This design comes from an exercise in tuning for small area, a short achievable clock period and few clock cycles per item on the open sky130 flow, not from production work. RTL that was checked went through simulation tests only; none was proved equivalent to the original. The RTL of run 3 was laid out without a check of its function. No activity file was given, so power comes from the tool's default toggle rates.

`design.v`:
```
module pf_engine (
    input  wire        clk,
    input  wire        rst,
    input  wire        cmd_valid,
    output wire        cmd_ready,
    input  wire [1:0]  cmd_op,
    input  wire [7:0]  cmd_klen,
    input  wire [7:0]  cmd_tlen,
    input  wire        in_valid,
    output wire        in_ready,
    input  wire [7:0]  in_data,
    output wire        out_valid,
    input  wire        out_ready,
    output wire [7:0]  out_data,
    output wire        done,
    output wire [2:0]  err_code,
    output wire [15:0] err_info
);
    localparam OP_ENC = 2'd0, OP_DEC = 2'd1, OP_MAT = 2'd2;
    localparam SC_NONE = 2'd0, SC_EMPTY = 2'd1, SC_ODD = 2'd2, SC_BAD = 2'd3;
    localparam IS_IDLE = 2'd0, IS_CAP = 2'd1, IS_STREAM = 2'd2;
    function [5:0] alpha(input integer i);
        alpha = (i < 26) ? (6'd33 + i) : (i - 10);
    endfunction
    reg [1:0] ist;
    reg       cmd_ready_r, in_ready_r;
    reg [1:0] op_in;
    reg [7:0] krem, trem;
    reg [1:0] sc_in;
    reg       started;
    reg       init_req;
    reg [7:0] mb, sb;
    reg       m_v, s_v;
    reg       m_first, m_last, m_text, m_null;
    reg       s_first, s_last, s_text, s_null;
    reg       m_okE, m_okD, m_sp, m_low;
    reg       s_okE, s_okD, s_sp, s_low;
    wire i_up  = (in_data >= 8'h41 && in_data <= 8'h5a);
    wire i_low = (in_data >= 8'h61 && in_data <= 8'h7a);
    wire i_dig = (in_data >= 8'h30 && in_data <= 8'h39);
    wire i_sp  = (in_data == 8'h20);
    assign cmd_ready = cmd_ready_r;
    assign in_ready  = in_ready_r;
    wire cmd_fire = cmd_valid & cmd_ready_r;
    wire in_fire  = in_valid & in_ready_r;
    wire cap_op3  = (op_in == 2'd3);
    wire cap_kz   = (krem == 8'd0);
    wire cap_tz   = (trem == 8'd0);
    wire cap_has  = !cap_op3 & (!cap_kz | (!op_in[1] & !cap_tz));
    wire null_fire = (ist == IS_CAP) & !cap_has & !s_v;
    wire rem_last = (krem == 8'd1 & trem == 8'd0) | (krem == 8'd0 & trem == 8'd1);
    wire enq      = in_fire | null_fire;
    wire e_first  = null_fire | !started;
    wire e_last   = null_fire | rem_last;
    wire e_text   = !null_fire & (krem == 8'd0);
    wire e_null   = null_fire;
    reg  [5:0]  L [0:35];
    reg  [35:0] T;           
    wire [5:0] s = {mb[6], mb[4:0]};
    wire [35:0] m;
    genvar gi;
    generate for (gi = 0; gi < 36; gi = gi + 1) begin : g_cmp
        assign m[gi] = (L[gi] == s);
    end endgenerate
    wire [35:0] ge0 = m;
    wire [35:0] ge1 = ge0 | {1'b0,  ge0[35:1]};
    wire [35:0] ge2 = ge1 | {2'b0,  ge1[35:2]};
    wire [35:0] ge3 = ge2 | {4'b0,  ge2[35:4]};
    wire [35:0] ge4 = ge3 | {8'b0,  ge3[35:8]};
    wire [35:0] ge5 = ge4 | {16'b0, ge4[35:16]};
    wire [35:0] ge  = ge5 | {32'b0, ge5[35:32]};
    wire [35:0] firstcell = T & ~{T[34:0], 1'b0};
    wire [35:0] region    = T & ge;
    wire [5:0] row_s, col_s;
    generate for (gi = 0; gi < 6; gi = gi + 1) begin : g_rc
        assign row_s[gi] = |m[6*gi +: 6];
        assign col_s[gi] = m[gi] | m[gi+6] | m[gi+12] | m[gi+18] | m[gi+24] | m[gi+30];
    end endgenerate
    wire is_space = m_sp;
    wire ok_enc   = m_okE;
    wire ok_dec   = m_okD;
    wire [7:0] mb_up = m_low ? {mb[7:6], 1'b0, mb[4:0]} : mb;
    reg [1:0] op_a;
    reg [1:0] sc_a;
    reg       err_i;
    reg       pok;           
    reg       openc;         
    reg       have_a;
    reg [5:0] pa_r, pa_c;
    reg [2:0] err_r;
    reg [15:0] info_r;       
    reg [5:0] cur_r, cur_c, nxt_r, nxt_c;
    reg       busy_b, has_nxt, mat_mode, end_b;
    reg [7:0] f0, f1;
    reg       v0, v1;
    reg       done_r;
    wire room      = !v1;
    wire emit      = busy_b & room;
    wire cur_last  = cur_r[5] & cur_c[5];
    wire last_emit = mat_mode ? cur_last : !has_nxt;
    wire busy_after = busy_b & !(emit & last_emit);
    wire ev_key  = m_v & !m_text & !m_null;
    wire ev_text = m_v & m_text;
    wire op_enc  = openc;
    wire proc_en = ev_text & !m_first & pok;
    wire t_space = op_enc & is_space;
    wire t_ok    = op_enc ? ok_enc : ok_dec;
    wire t_bad   = proc_en & !t_space & !t_ok;
    wire t_sym   = proc_en & !t_space & t_ok;
    wire t_pair  = t_sym & have_a;
    wire have_n  = t_sym ? !have_a : have_a;
    wire pad     = ev_text & m_last & op_enc & !m_first & pok &
                   (ok_enc ? !have_a : (is_space & have_a));
    wire [1:0] sc_now = m_first ? sc_in : sc_a;
    wire [1:0] op_now = m_first ? op_in : op_a;
    wire is_end  = m_v & m_last & !pad;
    wire mat_end = m_v & m_last & !m_text & (op_now == OP_MAT);
    wire stall_t = (t_pair & busy_after) | end_b | done_r;
    wire stall_n = ((!m_null | mat_end) & busy_after) | (m_last & (end_b | done_r));
    wire hold_f  = init_req & m_first;
    wire take    = m_v & !hold_f & !(m_text ? stall_t : stall_n);
    wire do_init = init_req & (!m_v | m_first) & !busy_after;
    wire do_ins  = m_v & !m_text & !m_null & ok_enc & !busy_after &
                   !(m_last & (end_b | done_r)) & !(init_req & m_first);
    wire dec_dir = (op_a == OP_DEC);
    function [5:0] step(input [5:0] x, input d);
        step = d ? {x[0], x[5:1]} : {x[4:0], x[5]};
    endfunction
    wire sr = |(pa_r & row_s);
    wire scl = |(pa_c & col_s);
    wire colrule = scl & !sr;
    wire [5:0] c0_r = colrule ? step(pa_r, dec_dir) : pa_r;
    wire [5:0] c0_c = sr ? step(pa_c, dec_dir) : (scl ? pa_c : col_s);
    wire [5:0] c1_r = colrule ? step(row_s, dec_dir) : row_s;
    wire [5:0] c1_c = sr ? step(col_s, dec_dir) : (scl ? col_s : pa_c);
    wire load_pair = m_v & m_text & !m_first & pok & have_a & t_ok & !t_space &
                     !busy_after & !end_b & !done_r;
    wire load_mat  = take & mat_end;
    wire end_now   = take & is_end;
    wire [7:0] pidx_p = info_r[15:8] + 8'd1;
    wire [7:0] pidx_n = (take & ev_text & !err_i & !t_bad & !t_space) ? pidx_p : info_r[15:8];
    wire       err_n  = (err_i & !m_first) | t_bad;
    wire [7:0] eb_n   = t_bad ? (op_enc ? mb_up : mb) : info_r[7:0];
    reg [5:0] rd;
    integer k;
    always @(*) begin
        rd = 6'd0;
        for (k = 0; k < 36; k = k + 1)
            rd = rd | (L[k] & {6{cur_r[k/6] & cur_c[k%6]}});
    end
    wire [7:0] rd_ascii = {1'b0, rd[5], ~rd[5], rd[4:0]};
    wire consume = take;
    wire pop     = v0 & out_ready;
    reg        m_v_n, s_v_n, mf_n, sf_n;
    always @(*) begin
        m_v_n = m_v;
        s_v_n = s_v;
        if (take & pad) begin
            m_v_n = 1'b1;
            if (enq) s_v_n = 1'b1;
        end else if (s_v) begin
            if (consume) begin m_v_n = 1'b1; s_v_n = 1'b0; end
        end else if (!m_v | consume) begin
            m_v_n = enq;
        end else if (enq) begin
            s_v_n = 1'b1;
        end
    end
    wire [1:0] ist_n = cmd_fire ? IS_CAP :
                       (ist == IS_CAP) ? (cap_has ? IS_STREAM : (null_fire ? IS_IDLE : IS_CAP)) :
                       (ist == IS_STREAM && in_fire && rem_last) ? IS_IDLE : ist;
    wire mfirst_n = (take & pad) ? 1'b0 :
                    (s_v & consume) ? s_first :
                    (!s_v & (!m_v | consume)) ? (enq & e_first) : (m_v & m_first);
    wire sfirst_n = (take & pad) ? (s_v ? s_first : (enq & e_first)) :
                    (s_v & consume) ? 1'b0 :
                    s_v ? s_first :
                    (!s_v & m_v & !consume) ? (enq & e_first) : 1'b0;
    always @(posedge clk) begin
        if (cmd_ready_r) begin
            op_in <= cmd_op;
            krem  <= cmd_klen;
            trem  <= cmd_tlen;
        end
        if (ist == IS_CAP) begin
            sc_in <= cap_op3 ? SC_BAD :
                     (!op_in[1] & cap_kz) ? SC_EMPTY :
                     (op_in == OP_DEC & trem[0]) ? SC_ODD : SC_NONE;
            if (op_in[1]) trem <= 8'd0;
            if (cap_op3)  krem <= 8'd0;
            started <= 1'b0;
        end else if (ist == IS_STREAM && in_fire) begin
            started <= 1'b1;
            if (krem != 8'd0) krem <= krem - 8'd1;
            else              trem <= trem - 8'd1;
        end
        if (take & pad) begin
            mb <= 8'h58;
            m_first <= 1'b0; m_last <= 1'b1; m_text <= 1'b1; m_null <= 1'b0;
            m_okE <= 1'b1; m_okD <= 1'b1; m_sp <= 1'b0; m_low <= 1'b0;
            if (!s_v) begin
                sb <= in_data;
                s_first <= e_first; s_last <= e_last; s_text <= e_text; s_null <= e_null;
                s_okE <= i_up | i_low | i_dig; s_okD <= i_up | i_dig; s_sp <= i_sp; s_low <= i_low;
            end
        end else if (s_v) begin
            if (consume) begin
                mb <= sb;
                m_first <= s_first; m_last <= s_last; m_text <= s_text; m_null <= s_null;
                m_okE <= s_okE; m_okD <= s_okD; m_sp <= s_sp; m_low <= s_low;
            end
        end else begin
            if (!m_v | consume) begin
                mb <= in_data;
                m_first <= e_first; m_last <= e_last; m_text <= e_text; m_null <= e_null;
                m_okE <= i_up | i_low | i_dig; m_okD <= i_up | i_dig; m_sp <= i_sp; m_low <= i_low;
            end
            sb <= in_data;
            s_first <= e_first; s_last <= e_last; s_text <= e_text; s_null <= e_null;
            s_okE <= i_up | i_low | i_dig; s_okD <= i_up | i_dig; s_sp <= i_sp; s_low <= i_low;
        end
        if (do_init) begin : init_blk
            integer i;
            for (i = 0; i < 36; i = i + 1) L[i] <= alpha(i);
            T <= {36{1'b1}};
        end else if (do_ins) begin : ins_blk
            integer i;
            for (i = 0; i < 36; i = i + 1)
                if (region[i])
                    L[i] <= firstcell[i] ? s : L[(i + 35) % 36];
            T <= T & ~(firstcell & region);
        end
        if (take) begin
            if (m_first) begin
                pok    <= (sc_in == SC_NONE);
                openc  <= (op_in == OP_ENC);
                op_a   <= op_in;
                sc_a   <= sc_in;
                have_a <= 1'b0;
                err_i  <= 1'b0;
            end
            if (ev_text) begin
                if (t_sym & !have_a) begin
                    pa_r <= row_s;
                    pa_c <= col_s;
                end
                have_a <= have_n;
                if (t_bad) begin err_i <= 1'b1; pok <= 1'b0; end
                info_r <= {pidx_n, eb_n};
            end
            if (is_end) begin
                err_r  <= (sc_now == SC_BAD)   ? 3'd5 :
                          (sc_now == SC_EMPTY) ? 3'd3 :
                          (sc_now == SC_ODD)   ? 3'd4 :
                          err_n                ? 3'd1 : 3'd0;
                info_r <= (sc_now == SC_BAD)   ? 16'd3 :
                          (sc_now == SC_EMPTY) ? 16'd2 :
                          (sc_now == SC_ODD)   ? {pidx_n, 8'd0} :
                          err_n                ? {pidx_n, eb_n} : 16'd0;
            end
        end
        if (done_r) info_r <= 16'd0;
        if (load_pair) begin
            cur_r <= c0_r; cur_c <= c0_c;
            nxt_r <= c1_r; nxt_c <= c1_c;
        end else if (load_mat) begin
            cur_r <= 6'b000001; cur_c <= 6'b000001;
        end else if (emit) begin
            if (mat_mode) begin
                if (cur_c[5]) begin
                    cur_c <= 6'b000001;
                    cur_r <= {cur_r[4:0], cur_r[5]};
                end else begin
                    cur_c <= {cur_c[4:0], cur_c[5]};
                end
            end else begin
                cur_r <= nxt_r; cur_c <= nxt_c;
            end
        end
        if (!v0 | pop) f0 <= v1 ? f1 : rd_ascii;
        if (!v1)       f1 <= rd_ascii;
        if (rst) begin
            ist         <= IS_IDLE;
            cmd_ready_r <= 1'b1;
            in_ready_r  <= 1'b0;
            init_req    <= 1'b0;
            m_v         <= 1'b0;
            s_v         <= 1'b0;
            busy_b      <= 1'b0;
            has_nxt     <= 1'b0;
            mat_mode    <= 1'b0;
            end_b       <= 1'b0;
            v0          <= 1'b0;
            v1          <= 1'b0;
            done_r      <= 1'b0;
            info_r      <= 16'd0;
            err_i       <= 1'b0;
        end else begin
            ist         <= ist_n;
            cmd_ready_r <= (ist_n == IS_IDLE) & !mfirst_n & !sfirst_n;
            in_ready_r  <= (ist_n == IS_STREAM) & !s_v_n;
            m_v         <= m_v_n;
            s_v         <= s_v_n;
            if (ist == IS_CAP & ist_n != IS_CAP) init_req <= !cap_op3;
            else if (do_init)                     init_req <= 1'b0;
            if (load_pair) begin
                busy_b <= 1'b1; has_nxt <= 1'b1; mat_mode <= 1'b0;
            end else if (load_mat) begin
                busy_b <= 1'b1; has_nxt <= 1'b0; mat_mode <= 1'b1;
            end else if (emit) begin
                if (last_emit) begin busy_b <= 1'b0; mat_mode <= 1'b0; end
                if (!mat_mode) has_nxt <= 1'b0;
            end
            v0 <= v1 ? 1'b1 : (v0 ? (!pop | emit) : emit);
            v1 <= v1 ? !pop : (v0 & !pop & emit);
            done_r <= end_b & !busy_after & !(load_pair | load_mat) &
                      !(v1 ? 1'b1 : (v0 ? (!pop | emit) : emit)) &
                      !(v1 ? !pop : (v0 & !pop & emit));
            if (end_now)                  end_b <= 1'b1;
            else if (end_b & !busy_after &
                     !(v1 ? 1'b1 : (v0 ? (!pop | emit) : emit)) &
                     !(v1 ? !pop : (v0 & !pop & emit)))
                                          end_b <= 1'b0;
        end
    end
    assign out_valid = v0;
    assign out_data  = f0;
    assign done      = done_r;
    assign err_code  = err_r;
    assign err_info  = info_r;
endmodule
```
`flow/run.sh`:
```
#!/bin/bash
set -euo pipefail
bash standard.sh BUFFER_PORTS_ARGS="-buffer_cell sky130_fd_sc_hd__buf_4" \
    SETUP_SLACK_MARGIN=6.6 TNS_END_PERCENT=100 finish > standard_flow.log 2>&1
```
`standard.sh`:
```
#!/bin/bash
# synth_recipe.tcl (not shown) runs the flow's synth.tcl, then flattens the netlist and writes it again
# the make line also repeats each setting of config.mk as NAME=value (left out here)
make -C /OpenROAD-flow-scripts/flow DESIGN_CONFIG=/design/flow/config.mk WORK_HOME=/design/flow/orfs CLKGATE_MAP_FILE= SYNTH_SCRIPT=/design/flow/synth_recipe.tcl "${@:-finish}"
```
`config.mk`:
```
export PLATFORM = sky130hd
export DESIGN_NAME = pf_engine
export DESIGN_NICKNAME = pf_engine
export VERILOG_FILES = /design/flow/design.v
export SDC_FILE = /design/flow/constraint.sdc
export NUM_CORES = 4
export LEC_CHECK = 0
export CAP_MARGIN = 20
export CORE_MARGIN = 2
export CORE_UTILIZATION = 40
export CTS_CLUSTER_DIAMETER = 100
export CTS_CLUSTER_SIZE = 25
export SLEW_MARGIN = 20
```
`constraint.sdc`:
```
create_clock -name core_clock -period 10.0 [get_ports {clk}]
set_input_delay 2.0000 -clock core_clock [delete_from_list [all_inputs] [get_ports {clk}]]
set_output_delay 2.0000 -clock core_clock [all_outputs]
set_load 0.01 [all_outputs]
```
==> flow_metrics.py, run 1 <==
metrics = {
    "die": {
        "rows": 87,
        "ioPinCount": 62,
        "start_util_pct": 40.4,
        "die-width_um": 242,
        "die_h_um": 242,
        "die_area_mm2": 0.0586,
        "core_mm2": 0.0562,
    },
    "run_status": {
        "run_status": "timing/DRC/antenna clean",
    },
    "finish": {
        "area_delta_synth_final_pct": 9.15,
        "instances_no_fill": 3333,
        "drive_gt1_share_pct": 9.71,
        "nNetsFinal": 2602,
    },
    "drt": {
        "via_count": 20500,
        "detail_route.iter0.violations": 2454,
        "dr.pass1.iters": 6,
        "drt-vias-per-instance": 6.14,
        "drc": 0,
        "final_antenna_net_count": 0,
        "wirelength_um": 81900,
        "wl_per_cell_um": 24.6,
    },
    "critical_path": {
        "crit_fanout": 38,
        "critical_path_arrival_ps": 3770,
        "r2r_setup_slack_ps": 6560,
        "timing.rr.start": "mb[6]$_SDFFE_PP1P_",
        "crit_path_end": "cur_c[0]$_DFFE_PP_",
        "worstSetupEndpointType": "register",
        "reg2regPathDepth": 12,
        "cp-start-kind": "register",
        "cp_slowest_cell": "nor4_1",
        "cp-startpoint": "mb[6]$_SDFFE_PP1P_",
        "slowest_delay_ps": 800,
        "worstPathRequired_ps": 10330,
        "worst_r2r_endpoint": "cur_c[0]$_DFFE_PP_",
        "crit_path_cell_trace": "buf_12, xor2_1, nor4_1, a22oi_1, and4_1, inv_1, a2bb2oi_2, o2111ai_4, buf_4, mux2i_1, nor2_1, o31a_1",
        "path_class": "reg2reg",
    },
    "synthesis": {
        "yosysWarningCount": 2,
        "synthFlopType": "dfxtp_1",
        "synth-edff-count": 74,
        "ys_types": 91,
        "syn_avg_cell_area_um2": 8.66,
        "syn_area_mm2": 0.0227,
        "ys_seq_area_share_pct": 38.4,
        "syn_inst": 2617,
        "syn_nets": 2655,
        "ys_ff_latch": 398,
        "synthArstFlopShare_pct": 0,
    },
    "timing": {
        "relSlewSlack_pct": 24.8,
        "fmax_ghz": 0.291,
        "final.min_clock_period_ps": 3440,
        "layout_setup_ws_ps": 6560,
        "skew_ps": 25.4,
        "holdWs_ps": 462,
        "slew_viol_final": 0,
        "fin_setup_tns_ps": 0,
        "finalHoldViolCount": 0,
        "setup_viol": 0,
        "rsz0062_at_grt": "yes",
        "tightest_slew_ps": 1120,
        "finalCritPeriodShare_pct": 34.4,
    },
    "cts": {
        "insertion_delay_ps": 580,
        "cts_sinks": 398,
        "cts_tree": "done",
        "postCtsHoldBufs": 0,
        "clockRootBuffer": "clkbuf_16",
        "clkTransAtPathRegs_ps": 110,
        "htree_levels": 1,
        "numCtsBuffers": 21,
        "clock_path_buffers": 3,
    },
    "global_routing": {
        "grt_pass1_wl_um": 122000,
        "use_met2_pct": 41.4,
        "met3_usage_pct": 5.12,
        "grt_max_degree": 95,
        "grt_overflow": 0,
        "top_usage_layer": "met2",
        "antenna_found_initial": 4,
        "track_usage_pct": 26.7,
        "use_met1_pct": 36.2,
        "grt_pass1_vias": 19200,
    },
    "flow_run": {
        "drv_cap": 0,
    },
    "power": {
        "p_leak_nw": 9.75,
        "p_per_area_mw_per_mm2": 183,
        "irDropWorstVdd_v": 0.000124,
        "switching_share_pct": 37.9,
        "p_clk_share_pct": 21.8,
        "pwr-share-comb_pct": 30.3,
        "p_sw_mw": 1.72,
        "power_frac_seq_pct": 47.9,
        "p_int_mw": 2.82,
    },
    "hold_path": {
        "hp-class": "reg2reg",
    },
    "place": {
        "gp_congestion": 1.02,
        "portBuffers": 61,
        "pre_cts_ws_ps": 5440,
        "dp_hpwl_um": 55600,
        "placedCellCount": 3255,
    },
}
[worst min path at each step]
stage                              from       endpoint  cells after the start
after floorplan           f1[0]$_DFF_P_  f1[0]$_DFF_P_                      2
after global placement    f1[5]$_DFF_P_  f1[5]$_DFF_P_                      1
after detailed placement  f1[5]$_DFF_P_  f1[5]$_DFF_P_                      1
after CTS                 f1[6]$_DFF_P_  f1[6]$_DFF_P_                      2
after global routing      f1[6]$_DFF_P_  f1[6]$_DFF_P_                      2
final                     f1[5]$_DFF_P_  f1[5]$_DFF_P_                      1
[synthesized netlist by cell type (24+ instances only)]
library cell / count / share of area [%]
dfxtp_1: 324 / 29
nor2_1: 295 / 4.9
nand2_1: 272 / 4.5
xor2_1: 192 / 7.4
mux2i_1: 187 / 8.3
a21oi_1: 141 / 3.1
clkbuf_1: 120 / 2.0
o21ai_0: 104 / 2.3
a211oi_1: 96 / 3.2
edfxtp_1: 74 / 9.8
o211ai_1: 68 / 2.3
a22oi_1: 61 / 2.0
nand3_1: 58 / 1.3
inv_1: 49 / 0.81
nand2b_1: 39 / 1.1
buf_1: 37 / 0.61
nor2b_1: 33 / 0.91
nor4_1: 33 / 0.91
nor3_1: 31 / 0.68
xnor2_1: 29 / 1.1
a22o_1: 25 / 0.97
o31a_1: 24 / 0.93
[registers in the layout, summed over array words and instances, names as in the netlist, 2 cells and up]
signal and flops:
nxt_r 6, sb 8, cur_r 6, ist 2, op_a 2, krem 8, op_in 2, info_r 16
pa_r 6, nxt_c 6, trem 8, mb 8, sc_a 2, f1 8, pa_c 6, L 216
sc_in 2, err_r 3, cur_c 6, T 36, f0 8
[cells by family after synthesis]
family	Yosys count	synth area share [%]
AOI/OAI and AO/OA	688	21.2
xor gates and xnor gates	223	8.68
adders and majority gates	7	0.386
buffers and inverters	263	5.55
DFF	398	38.4
muxes	192	8.50
and+or+nand+nor	846	17.2
[power by group through the flow]
stage               clock network (mW)  registers (mW)  logic [mW]
finish                           0.987            2.17        1.38
global route                      1.06            2.19        1.48
detailed placement                   0            2.22        1.15
CTS                               1.01            2.15        1.27
global placement                     0            2.22        1.13
floorplan                            0            2.02       0.978
[critical path: cells and delay by family, from the launching register on]
| family | cells | cell delay [ps] |
|---|---|---|
| buf+inv | 3 | 600 |
| flops | 1 | 370 |
| compound gates | 4 | 720 |
| simple gates | 3 | 1180 |
| mux | 1 | 190 |
| xor+xnor | 1 | 110 |
[cells in the final DEF (no fill, tap or decap), types with 9 or more instances in the layout]
cell	n
dfxtp_1	316
nor2_1	293
nand2_1	271
xor2_1	191
mux2i_1	187
a21oi_1	139
buf_4	108
o21ai_0	103
a211oi_1	95
edfxtp_1	74
o211ai_1	68
a22oi_1	61
nand3_1	56
inv_1	49
nand2b_1	39
nor2b_1	32
xnor2_1	29
nor3_1	28
nor4_1	25
a22o_1	25
o31a_1	24
clkbuf_16	23
a222oi_1	21
o22ai_1	20
nand4_1	16
o21ai_1	16
and2_1	16
and3_1	13
a31oi_1	12
a32oi_1	9
[timing repair]
action	4_1_cts	5_1_grt
gates resized for setup	45	42
setup endpoints to repair	345	196
setup buffers	25	14
pin swaps	4	4
cloned	0	3
[metal layers]
layer | vias up | part of all wire (%)
li1 | 9312 | -
met1 | 9904 | 42
met2 | 1041 | 43
met3 | 211 | 9.9
met4 | 2 | 4.4
met5 | - | 0.016
[cell type report]
| type | count | area [µm²] |
|---|---|---|
| multi-input cells | 1957 | 13000 |
| repair buffers | 132 | 1240 |
| fillers | 5642 | 31400 |
| flip-flops and latches | 398 | 8740 |
| inverters | 54 | 203 |
| clock inverters | 5 | 60.1 |
| clock buffers | 29 | 556 |
| diodes | 2 | 5.00 |
| well taps | 756 | 946 |
[metrics by stage]
step	total power [mW]	instance area, µm²	utilization [%]
finish	4.54	24800	44.1
global route	4.72	24700	44.1
CTS	4.43	24400	43.4
detailed placement	3.37	23300	41.5
global placement	3.35	23300	41.5
floorplan	3.00	22700	-
Testbench counts, summed over its fixed seeds: cycles 24,755, bytes 24,035.
==> inputs of run 2 (changes only) <==
==> flow/run.sh (replaced) <==
#!/bin/bash
set -euo pipefail
bash standard.sh BUFFER_PORTS_ARGS="-buffer_cell sky130_fd_sc_hd__buf_4" \
    SETUP_SLACK_MARGIN=6.7 TNS_END_PERCENT=100 finish > standard_flow.log 2>&1
--- a/config.mk
+++ b/config.mk
@@ -5,9 +5,9 @@
 export SDC_FILE = /design/flow/constraint.sdc
 export NUM_CORES = 4
 export LEC_CHECK = 0
-export CAP_MARGIN = 20
+export CAP_MARGIN = 25
 export CORE_MARGIN = 2
-export CORE_UTILIZATION = 40
+export CORE_UTILIZATION = 45
 export CTS_CLUSTER_DIAMETER = 100
 export CTS_CLUSTER_SIZE = 25
-export SLEW_MARGIN = 20
+export SLEW_MARGIN = 25
==> run 2 against run 1 <==
Against the previous run:
- still clean
- final cell count is 2.1% lower
- clock skew grew 4.5 ps
- global-route usage is 4.2 points higher
- setup slack worse by 44 ps
- total power up 3.1%
- clock power up about 10%
- synthesized cell count did not move
- fmax down 1.3%
- non-clock buffer count increased by 9
- combinational power hardly changed
- critical path type unchanged
- largest cell class unchanged
- highest routed layer unchanged
==> flow_metrics.py, run 2 <==
metrics = {
    "run_status": {
        "run_status": "timing/DRC/antenna clean",
    },
    "drt": {
        "wl_per_cell_um": 25.9,
        "via_count": 20700,
        "wirelength_um": 84400,
        "final_antenna_net_count": 0,
        "detail_route.iter0.violations": 2407,
        "drt-vias-per-instance": 6.34,
        "dr.pass1.iters": 7,
        "drc": 0,
    },
    "global_routing": {
        "track_usage_pct": 30.9,
        "antenna_found_initial": 2,
        "grt_max_degree": 86,
        "grt_pass1_vias": 19300,
        "grt_overflow": 0,
        "grt_pass1_wl_um": 125000,
    },
    "timing": {
        "slew_viol_final": 0,
        "fin_setup_tns_ps": 0,
        "setup_viol": 0,
        "final.min_clock_period_ps": 3480,
        "finalCritPeriodShare_pct": 34.8,
        "rsz0062_at_grt": "yes",
        "relSlewSlack_pct": 20.5,
        "holdWs_ps": 466,
        "skew_ps": 29.9,
        "finalHoldViolCount": 0,
        "fmax_ghz": 0.287,
        "tightest_slew_ps": 1160,
    },
    "synthesis": {
        "synth_commonest_cells": "dfxtp_1 (324), nor2_1 (295), nand2_1 (272), xor2_1 (192), mux2i_1 (187)",
        "yosysWarningCount": 2,
        "ys_ff_latch": 398,
        "synthFlopType": "dfxtp_1",
        "synth_top_area_cell": "dfxtp_1",
        "syn_nets": 2655,
        "syn_avg_cell_area_um2": 8.66,
        "ys_seq_area_share_pct": 38.4,
        "ys_types": 91,
        "syn_area_mm2": 0.0227,
        "synth-edff-count": 74,
        "synth_top_area_share_pct": 28.6,
        "syn_inst": 2617,
        "synthArstFlopShare_pct": 0,
        "synth_most_common_cell": "dfxtp_1",
        "synth_area_leaders": "dfxtp_1 (29%), edfxtp_1 (9.8%), mux2i_1 (8.3%)",
    },
    "finish": {
        "layout_common_cells": "dfxtp_1 (314), nor2_1 (293), nand2_1 (270)",
        "fillers": 4764,
        "largest_reg_flops": 216,
        "final_common_cell": "dfxtp_1",
        "reg.largest.list": "L x216, T x36, info_r x16",
        "nNetsFinal": 2613,
        "top_register": "L",
        "area_delta_synth_final_pct": 10.3,
        "drive_gt1_share_pct": 10.7,
    },
    "die": {
        "die_area_mm2": 0.0522,
        "core_mm2": 0.0500,
        "die_h_um": 228,
        "ioPinCount": 62,
        "die-width_um": 228,
        "rows": 82,
        "start_util_pct": 45.4,
    },
    "power": {
        "irDropWorstVdd_v": 0.000131,
        "p_per_area_mw_per_mm2": 187,
        "p_leak_nw": 9.91,
    },
    "cts": {
        "numCtsBuffers": 23,
        "insertion_delay_ps": 600,
        "cts_sinks": 398,
        "clock_path_buffers": 3,
        "clkTransAtPathRegs_ps": 100,
        "htree_levels": 1,
        "cts_tree": "done",
        "clockRootBuffer": "clkbuf_16",
    },
    "hold_path": {
        "hp-class": "reg2reg",
        "hold_start": "f1[5]$_DFF_P_",
        "min_delay_path_depth": 1,
        "min_to": "f1[5]$_DFF_P_",
    },
    "critical_path": {
        "cp-start-kind": "register",
        "cpMostUsedCell": "a32oi_1",
        "path_class": "reg2reg",
        "timing.rr.start": "cur_r[1]$_DFFE_PP_",
        "cp.buffers_inverters": 1,
        "crit_path_cell_trace": "buf_4, and2_1, a32oi_1, o211ai_1, a2111oi_0, a32oi_1",
        "crit_family": "compound AO/OA/AOI/OAI gates",
        "reg2regPathDepth": 6,
        "worst_r2r_endpoint": "f0[4]$_DFFE_PP_",
        "slowest_delay_ps": 970,
        "crit_fanout": 19,
        "critical_path_arrival_ps": 3710,
        "worstSetupEndpointType": "register",
        "path_depth": 6,
        "cp_slowest_cell": "a2111oi_0",
        "r2r_setup_slack_ps": 6520,
        "worstPathRequired_ps": 10230,
    },
    "flow_run": {
        "drv_cap": 0,
    },
    "place": {
        "dp_hpwl_um": 55800,
        "portBuffers": 61,
        "gp_congestion": 1.03,
    },
}
==> run 2: report_power, final <==
part / switching [mW] / leakage, nW / total [mW] / internal, mW
clock: 0.622 / 0.354 / 1.09 / 0.465
combinational: 0.814 / 6.21 / 1.41 / 0.594
sequential: 0.348 / 3.35 / 2.18 / 1.83
==> run 2: area by class of cell <==
type	instances	area (µm²)	area share, %
Clock inverter	9	115	0.460
Antenna cell	1	2.50	0.0100
Tap cell	672	841	3.36
Inverter	54	203	0.811
Sequential cell	398	8740	35.0
Multi-Input combinational cell	1957	13000	52.1
Timing Repair Buffer	141	1450	5.81
Clock buffer	30	623	2.49
==> run 2: kinds of logic after synthesis <==
kind of cell	Yosys count	synth area share, %
AND/OR/NAND/NOR	846	17.2
AO/OA/AOI/OAI	688	21.2
flip-flops	398	38.4
buffers and inverters	263	5.55
XOR/XNOR	223	8.68
multiplexers	192	8.50
adder cells (fa/ha/maj)	7	0.386
==> run 2: per-layer routing <==
metal	GRT usage, %	vias to the layer above	wire (µm)
li1	-	9350	-
met1	40.5	9832	33300
met2	47.8	1189	37000
met3	6.19	306	8420
met4	16.9	2	5600
met5	0	-	11
==> run 2: repair_timing <==
action / 4_1_cts / 5_1_grt
gates cloned: 5 / 5
gates resized for setup: 60 / 39
setup endpoints to repair: 300 / 190
setup buffers: 22 / 17
pin swaps: 7 / 9
endpoints found under the hold margin: 0 / 0
hold buffers: 0 / 0
==> run 2: through the flow <==
| step | cell area [µm²] | utilization (%) | setup slack (ps) | power (mW) | instances |
|---|---|---|---|---|---|
| floorplan | 22700 | - | 6820 | 3.00 | 2617 |
| global placement | 23200 | 46.4 | 5670 | 3.35 | 3171 |
| detailed placement | 23200 | 46.4 | 5660 | 3.37 | 3172 |
| CTS | 24600 | 49.2 | 6700 | 4.56 | 3238 |
| global route | 25000 | 50.0 | 6680 | 4.85 | 3261 |
| finish | 25000 | 50.0 | 6520 | 4.68 | 3262 |
==> run 2: worst max-delay path by stage <==
stage | start | to | slack, ps
floorplan | in_valid | trem[6]$_DFF_P_ | 6820
global placement | mb[0]$_SDFFE_PP0P_ | L[21][4]$_SDFFE_PP1P_ | 5670
detailed placement | mb[0]$_SDFFE_PP0P_ | L[19][2]$_SDFFE_PP1P_ | 5660
CTS | cur_c[5]$_DFFE_PP_ | info_r[15]$_SDFFE_PP0P_ | 6700
global route | mb[2]$_SDFFE_PP0P_ | L[13][0]$_SDFFE_PP0P_ | 6680
finish | cur_r[1]$_DFFE_PP_ | f0[4]$_DFFE_PP_ | 6520
==> inputs of run 3 (changes only) <==
--- a/design.v
+++ b/design.v
@@ -89,14 +89,15 @@
     reg [5:0] pa_r, pa_c;
     reg [2:0] err_r;
     reg [15:0] info_r;       
-    reg [5:0] cur_r, cur_c, nxt_r, nxt_c;
+    reg [5:0] ba_r, ba_c, bb_r, bb_c;
+    reg       b_dec;
     reg       busy_b, has_nxt, mat_mode, end_b;
     reg [7:0] f0, f1;
     reg       v0, v1;
     reg       done_r;
     wire room      = !v1;
     wire emit      = busy_b & room;
-    wire cur_last  = cur_r[5] & cur_c[5];
+    wire cur_last  = ba_r[5] & ba_c[5];
     wire last_emit = mat_mode ? cur_last : !has_nxt;
     wire busy_after = busy_b & !(emit & last_emit);
     wire ev_key  = m_v & !m_text & !m_null;
@@ -109,16 +110,16 @@
     wire t_sym   = proc_en & !t_space & t_ok;
     wire t_pair  = t_sym & have_a;
     wire have_n  = t_sym ? !have_a : have_a;
-    wire pad     = ev_text & m_last & op_enc & !m_first & pok &
-                   (ok_enc ? !have_a : (is_space & have_a));
+    wire pad     = ev_text & m_last & op_enc & proc_en & !t_bad & have_n;
     wire [1:0] sc_now = m_first ? sc_in : sc_a;
     wire [1:0] op_now = m_first ? op_in : op_a;
     wire is_end  = m_v & m_last & !pad;
-    wire mat_end = m_v & m_last & !m_text & (op_now == OP_MAT);
-    wire stall_t = (t_pair & busy_after) | end_b | done_r;
-    wire stall_n = ((!m_null | mat_end) & busy_after) | (m_last & (end_b | done_r));
+    wire mat_end = is_end & (op_now == OP_MAT);
+    wire need_b  = (ev_text & t_pair) | mat_end | ev_key;
+    wire need_c  = ev_text | is_end;
+    wire stall   = (need_b & busy_after) | (need_c & (end_b | done_r));
     wire hold_f  = init_req & m_first;
-    wire take    = m_v & !hold_f & !(m_text ? stall_t : stall_n);
+    wire take    = m_v & !stall & !hold_f;
     wire do_init = init_req & (!m_v | m_first) & !busy_after;
     wire do_ins  = m_v & !m_text & !m_null & ok_enc & !busy_after &
                    !(m_last & (end_b | done_r)) & !(init_req & m_first);
@@ -126,19 +127,22 @@
     function [5:0] step(input [5:0] x, input d);
         step = d ? {x[0], x[5:1]} : {x[4:0], x[5]};
     endfunction
-    wire sr = |(pa_r & row_s);
-    wire scl = |(pa_c & col_s);
+    wire sr  = |(ba_r & bb_r);
+    wire scl = |(ba_c & bb_c);
     wire colrule = scl & !sr;
-    wire [5:0] c0_r = colrule ? step(pa_r, dec_dir) : pa_r;
-    wire [5:0] c0_c = sr ? step(pa_c, dec_dir) : (scl ? pa_c : col_s);
-    wire [5:0] c1_r = colrule ? step(row_s, dec_dir) : row_s;
-    wire [5:0] c1_c = sr ? step(col_s, dec_dir) : (scl ? col_s : pa_c);
+    wire [5:0] x_r = has_nxt ? ba_r : bb_r;
+    wire [5:0] x_c = has_nxt ? ba_c : bb_c;
+    wire [5:0] y_c = has_nxt ? bb_c : ba_c;
+    wire [5:0] o_r = colrule ? step(x_r, b_dec) : x_r;
+    wire [5:0] o_c = sr ? step(x_c, b_dec) : (scl ? x_c : y_c);
+    wire [5:0] cur_r = mat_mode ? ba_r : o_r;
+    wire [5:0] cur_c = mat_mode ? ba_c : o_c;
     wire load_pair = m_v & m_text & !m_first & pok & have_a & t_ok & !t_space &
                      !busy_after & !end_b & !done_r;
     wire load_mat  = take & mat_end;
     wire end_now   = take & is_end;
-    wire [7:0] pidx_p = info_r[15:8] + 8'd1;
-    wire [7:0] pidx_n = (take & ev_text & !err_i & !t_bad & !t_space) ? pidx_p : info_r[15:8];
+    wire [7:0] pidx_n = (take & ev_text & !err_i & !t_bad & !t_space) ? info_r[15:8] + 8'd1
+                                                                   : info_r[15:8];
     wire       err_n  = (err_i & !m_first) | t_bad;
     wire [7:0] eb_n   = t_bad ? (op_enc ? mb_up : mb) : info_r[7:0];
     reg [5:0] rd;
@@ -261,20 +265,17 @@
         end
         if (done_r) info_r <= 16'd0;
         if (load_pair) begin
-            cur_r <= c0_r; cur_c <= c0_c;
-            nxt_r <= c1_r; nxt_c <= c1_c;
+            ba_r <= pa_r; ba_c <= pa_c;
+            bb_r <= row_s; bb_c <= col_s;
+            b_dec <= dec_dir;
         end else if (load_mat) begin
-            cur_r <= 6'b000001; cur_c <= 6'b000001;
-        end else if (emit) begin
-            if (mat_mode) begin
-                if (cur_c[5]) begin
-                    cur_c <= 6'b000001;
-                    cur_r <= {cur_r[4:0], cur_r[5]};
-                end else begin
-                    cur_c <= {cur_c[4:0], cur_c[5]};
-                end
+            ba_r <= 6'b000001; ba_c <= 6'b000001;
+        end else if (emit & mat_mode) begin
+            if (ba_c[5]) begin
+                ba_c <= 6'b000001;
+                ba_r <= {ba_r[4:0], ba_r[5]};
             end else begin
-                cur_r <= nxt_r; cur_c <= nxt_c;
+                ba_c <= {ba_c[4:0], ba_c[5]};
             end
         end
         if (!v0 | pop) f0 <= v1 ? f1 : rd_ascii;
==> flow/run.sh (replaced) <==
#!/bin/bash
set -euo pipefail
bash standard.sh BUFFER_PORTS_ARGS="-buffer_cell sky130_fd_sc_hd__buf_4" \
    SETUP_SLACK_MARGIN=6.8 TNS_END_PERCENT=100 finish > standard_flow.log 2>&1
==> config.mk (replaced) <==
export PLATFORM = sky130hd
export DESIGN_NAME = pf_engine
export DESIGN_NICKNAME = pf_engine
export VERILOG_FILES = /design/flow/design.v
export SDC_FILE = /design/flow/constraint.sdc
export NUM_CORES = 4
export LEC_CHECK = 0
export CAP_MARGIN = 20
export CORE_MARGIN = 2
export CORE_UTILIZATION = 40
export SLEW_MARGIN = 20
==> run 3 against run 2 <==
Against the previous run:
- largest power group unchanged
- sequential share of layout area is 4.1 points lower
- sequential cell count is 1 higher
- largest cell class unchanged
- global-route usage is 0.43 points lower
- via count is 8.2% higher
- synthesized cell count is 0.50% lower
- highest routed layer unchanged
- setup slack better by 56 ps
- synthesized area is 0.62% higher
- clock power is 63% higher
- hold slack worse by 6.9 ps
==> flow_metrics.py, run 3 <==
metrics = {
    "synthesis": {
        "synth_top_area_share_pct": 28.4,
        "syn_area_mm2": 0.0228,
        "ys_types": 90,
        "ys_ff_latch": 399,
        "syn_avg_cell_area_um2": 8.76,
        "yosysWarningCount": 2,
        "synthFlopType": "dfxtp_1",
        "synthArstFlopShare_pct": 0,
        "ys_seq_area_share_pct": 38.3,
        "synth_top_area_cell": "dfxtp_1",
        "syn_nets": 2644,
        "synth_area_leaders": "dfxtp_1 (28%), mux2i_1 (9.9%), edfxtp_1 (9.9%)",
        "synth-edff-count": 75,
        "syn_inst": 2604,
        "synth_most_common_cell": "dfxtp_1",
        "synth_commonest_cells": "dfxtp_1 (324), nor2_1 (272), nand2_1 (246), mux2i_1 (226), xnor2_1 (143)",
    },
    "drt": {
        "final_antenna_net_count": 0,
        "drt-vias-per-instance": 6.32,
        "dr.pass1.iters": 10,
        "detail_route.iter0.violations": 3209,
        "drc": 0,
        "via_count": 22400,
        "wl_per_cell_um": 26.6,
        "wirelength_um": 94300,
    },
    "global_routing": {
        "grt_pass1_wl_um": 137000,
        "grt_overflow": 0,
        "grt_pass1_vias": 20600,
        "antenna_found_initial": 2,
        "grt_max_degree": 85,
        "track_usage_pct": 30.5,
    },
    "finish": {
        "top_register": "L",
        "reg.largest.list": "L x216, T x36, info_r x16",
        "largest_reg_flops": 216,
        "layout_common_cells": "dfxtp_1 (309), nor2_1 (259), nand2_1 (240)",
        "drive_gt1_share_pct": 20.5,
        "antenna_cells": 0,
        "area_delta_synth_final_pct": 24.9,
        "nNetsFinal": 2788,
        "final_common_cell": "dfxtp_1",
    },
    "timing": {
        "fmax_ghz": 0.292,
        "final.min_clock_period_ps": 3430,
        "finalHoldViolCount": 0,
        "slew_viol_final": 0,
        "layout_setup_ws_ps": 6570,
        "skew_ps": 37.6,
        "setup_viol": 0,
        "finalCritPeriodShare_pct": 34.3,
        "relSlewSlack_pct": 20.3,
        "fin_setup_tns_ps": 0,
        "rsz0062_at_grt": "yes",
        "tightest_slew_ps": 1190,
    },
    "critical_path": {
        "r2r_setup_slack_ps": 6570,
        "cp_slowest_cell": "or4_1",
        "worstSetupEndpointType": "register",
        "slowest_delay_ps": 570,
        "cpMostUsedCell": "buf_4",
        "crit_fanout": 8,
        "worst_r2r_endpoint": "f0[1]$_DFFE_PP_",
        "crit_path_end": "f0[1]$_DFFE_PP_",
        "cp-startpoint": "ba_c[2]$_DFFE_PP_",
        "worstPathRequired_ps": 10350,
        "cp-start-kind": "register",
        "path_class": "reg2reg",
        "timing.rr.start": "ba_c[2]$_DFFE_PP_",
        "crit_path_cell_trace": "buf_4, buf_4, and2_1, a221o_1, a311oi_4, nor2_4, buf_12, a22oi_2, o32ai_1, or4_1, o41a_1",
        "critical_path_arrival_ps": 3770,
        "reg2regPathDepth": 11,
    },
    "cts": {
        "htree_levels": 2,
        "cts_sinks": 399,
        "cts_tree": "done",
        "clock_path_buffers": 3,
        "numCtsBuffers": 47,
        "clockRootBuffer": "clkbuf_16",
        "clkTransAtPathRegs_ps": 60,
        "insertion_delay_ps": 620,
    },
    "flow_run": {
        "drv_cap": 0,
    },
    "hold_path": {
        "hp-class": "reg2reg",
        "hold_start": "trem[7]$_DFF_P_",
    },
    "place": {
        "gp_congestion": 1.02,
        "pre_cts_ws_ps": 5600,
        "dp_hpwl_um": 59500,
        "portBuffers": 61,
    },
    "power": {
        "p_per_area_mw_per_mm2": 178,
        "irDropWorstVdd_v": 0.000123,
        "p_leak_nw": 11.0,
    },
    "die": {
        "rows": 87,
        "core_mm2": 0.0564,
        "start_util_pct": 40.5,
        "die-width_um": 243,
        "die_h_um": 243,
        "ioPinCount": 62,
        "die_area_mm2": 0.0590,
    },
    "run_status": {
        "run_status": "timing/DRC/antenna clean",
    },
}
-- run 3: cell types whose count changed after synthesis, sizes merged, moves of 26 or more --
cell,delta
nand2,-28
mux2i,+39
nor3,+26
buf,-28
xnor2,+114
o211ai,-30
nand4,+26
nand3,+28
xor2,-114
-- run 3: per-layer routing --
| layer | routed length (µm) | vias up | GRT usage (%) |
|---|---|---|---|
| met5 | 27 | - | 0 |
| met4 | 5720 | 4 | 16.2 |
| met3 | 11400 | 349 | 7.92 |
| met2 | 38900 | 1427 | 44.4 |
| li1 | - | 9747 | - |
| met1 | 38300 | 10800 | 41.2 |
-- run 3: report_power, final --
part           switching (mW)  internal, mW  total (mW)
clock                   0.748          1.03        1.78
combinational           0.652         0.513        1.17
sequential              0.315          1.80        2.12
-- run 3: cells by family after synthesis --
family / after synthesis / share of synthesized area [%]
compound gates: 589 / 17.8
xor+xnor: 223 / 8.56
fa+ha+maj: 9 / 0.494
buf+inv: 248 / 4.86
flops: 399 / 38.3
mux: 253 / 11.8
simple gates: 883 / 18.2
-- run 3: worst max-delay path, delay by kind of cell, from the launching register on --
family                 cells  cell delay, ps
AO/OA/AOI/OAI              5            1430
buffers and inverters      3             490
flip-flops                 1             440
AND/OR/NAND/NOR            3             800
-- run 3: cell type report --
type / instances / area [µm²]
inverter: 49 / 203
multi-input combinational: 1963 / 14000
sequential: 399 / 8780
clock buffer: 68 / 1360
timing repair inverter: 1 / 7.51
clock inverter: 18 / 243
fill: 5301 / 27900
tap: 756 / 946
timing repair buffer: 287 / 2940
-- run 3: worst min path at each step --
| stage | cells past startpoint | slack, ps | to |
|---|---|---|---|
| after floorplan | 2 | 420 | f1[0]$_DFF_P_ |
| after detailed placement | 2 | 440 | f1[6]$_DFF_P_ |
| final | 2 | 460 | trem[7]$_DFF_P_ |
| after CTS | 2 | 450 | f1[6]$_DFF_P_ |
| after global placement | 2 | 440 | f1[0]$_DFF_P_ |
| after global routing | 2 | 470 | f1[3]$_DFF_P_ |
-- run 3: repair_timing --
action	4_1_cts	5_1_grt
endpoints found under the setup margin	377	262
cloned	18	2
gates resized for setup	185	108
setup buffers	126	58
hold buffers	0	0
pin swaps	57	56
-- run 3: metrics by stage --
| step | instance area [µm²] | power [mW] | utilization (%) | cells | hold slack [ps] |
|---|---|---|---|---|---|
| 4_1_cts | 27500 | 4.94 | 48.8 | 3481 | 453 |
| 5_1_grt | 28500 | 5.21 | 50.6 | 3541 | 469 |
| 3_5_place_dp | 23600 | 3.01 | 41.9 | 3251 | 441 |
| 3_3_place_gp | 23600 | 2.99 | 41.9 | 3250 | 437 |
| 2_1_floorplan | 22900 | 2.68 | - | 2604 | 418 |
| 6_report | 28500 | 5.07 | 50.6 | 3541 | 459 |

-- afterwards: timing with drivers on the ports --
Ports are ideal in the flow. The routed layouts listed here were re-timed in OpenROAD.
Step 1: set_driving_cell puts a clkbuf_16 on clk and a buf_2 on each other input, an assumption about the parent block.
Step 2 adds t to the input delays and takes it off the output delays; t is the mean of the earliest and latest rising clock arrival at the registers after step 1. Input paths then give back, and output paths get back, about the clock's delay inside the block.
a / b / c = ideal ports / drivers / drivers and shift; a / b = the first two.
| run | shift t [ns] | setup WS [ns] | worst hold slack (ns) | slew at the worst register clock pin (ns) |
|---|---|---|---|---|
| run 1 | 0.627 | 6.560 / 6.560 / 6.396 | 0.462 / 0.462 / 0.462 | 0.11 / 0.11 |
| run 2 | 0.640 | 6.515 / 6.515 / 6.432 | 0.466 / 0.466 / 0.466 | 0.11 / 0.11 |
| run 3 | 0.673 | 6.571 / 6.570 / 6.280 | 0.459 / 0.459 / 0.459 | 0.07 / 0.07 |
After both steps setup and hold are still met in every run listed. The setup slack of run 3, which loses most, moves by -0.001 ns with the drivers and by -0.291 ns with both steps.
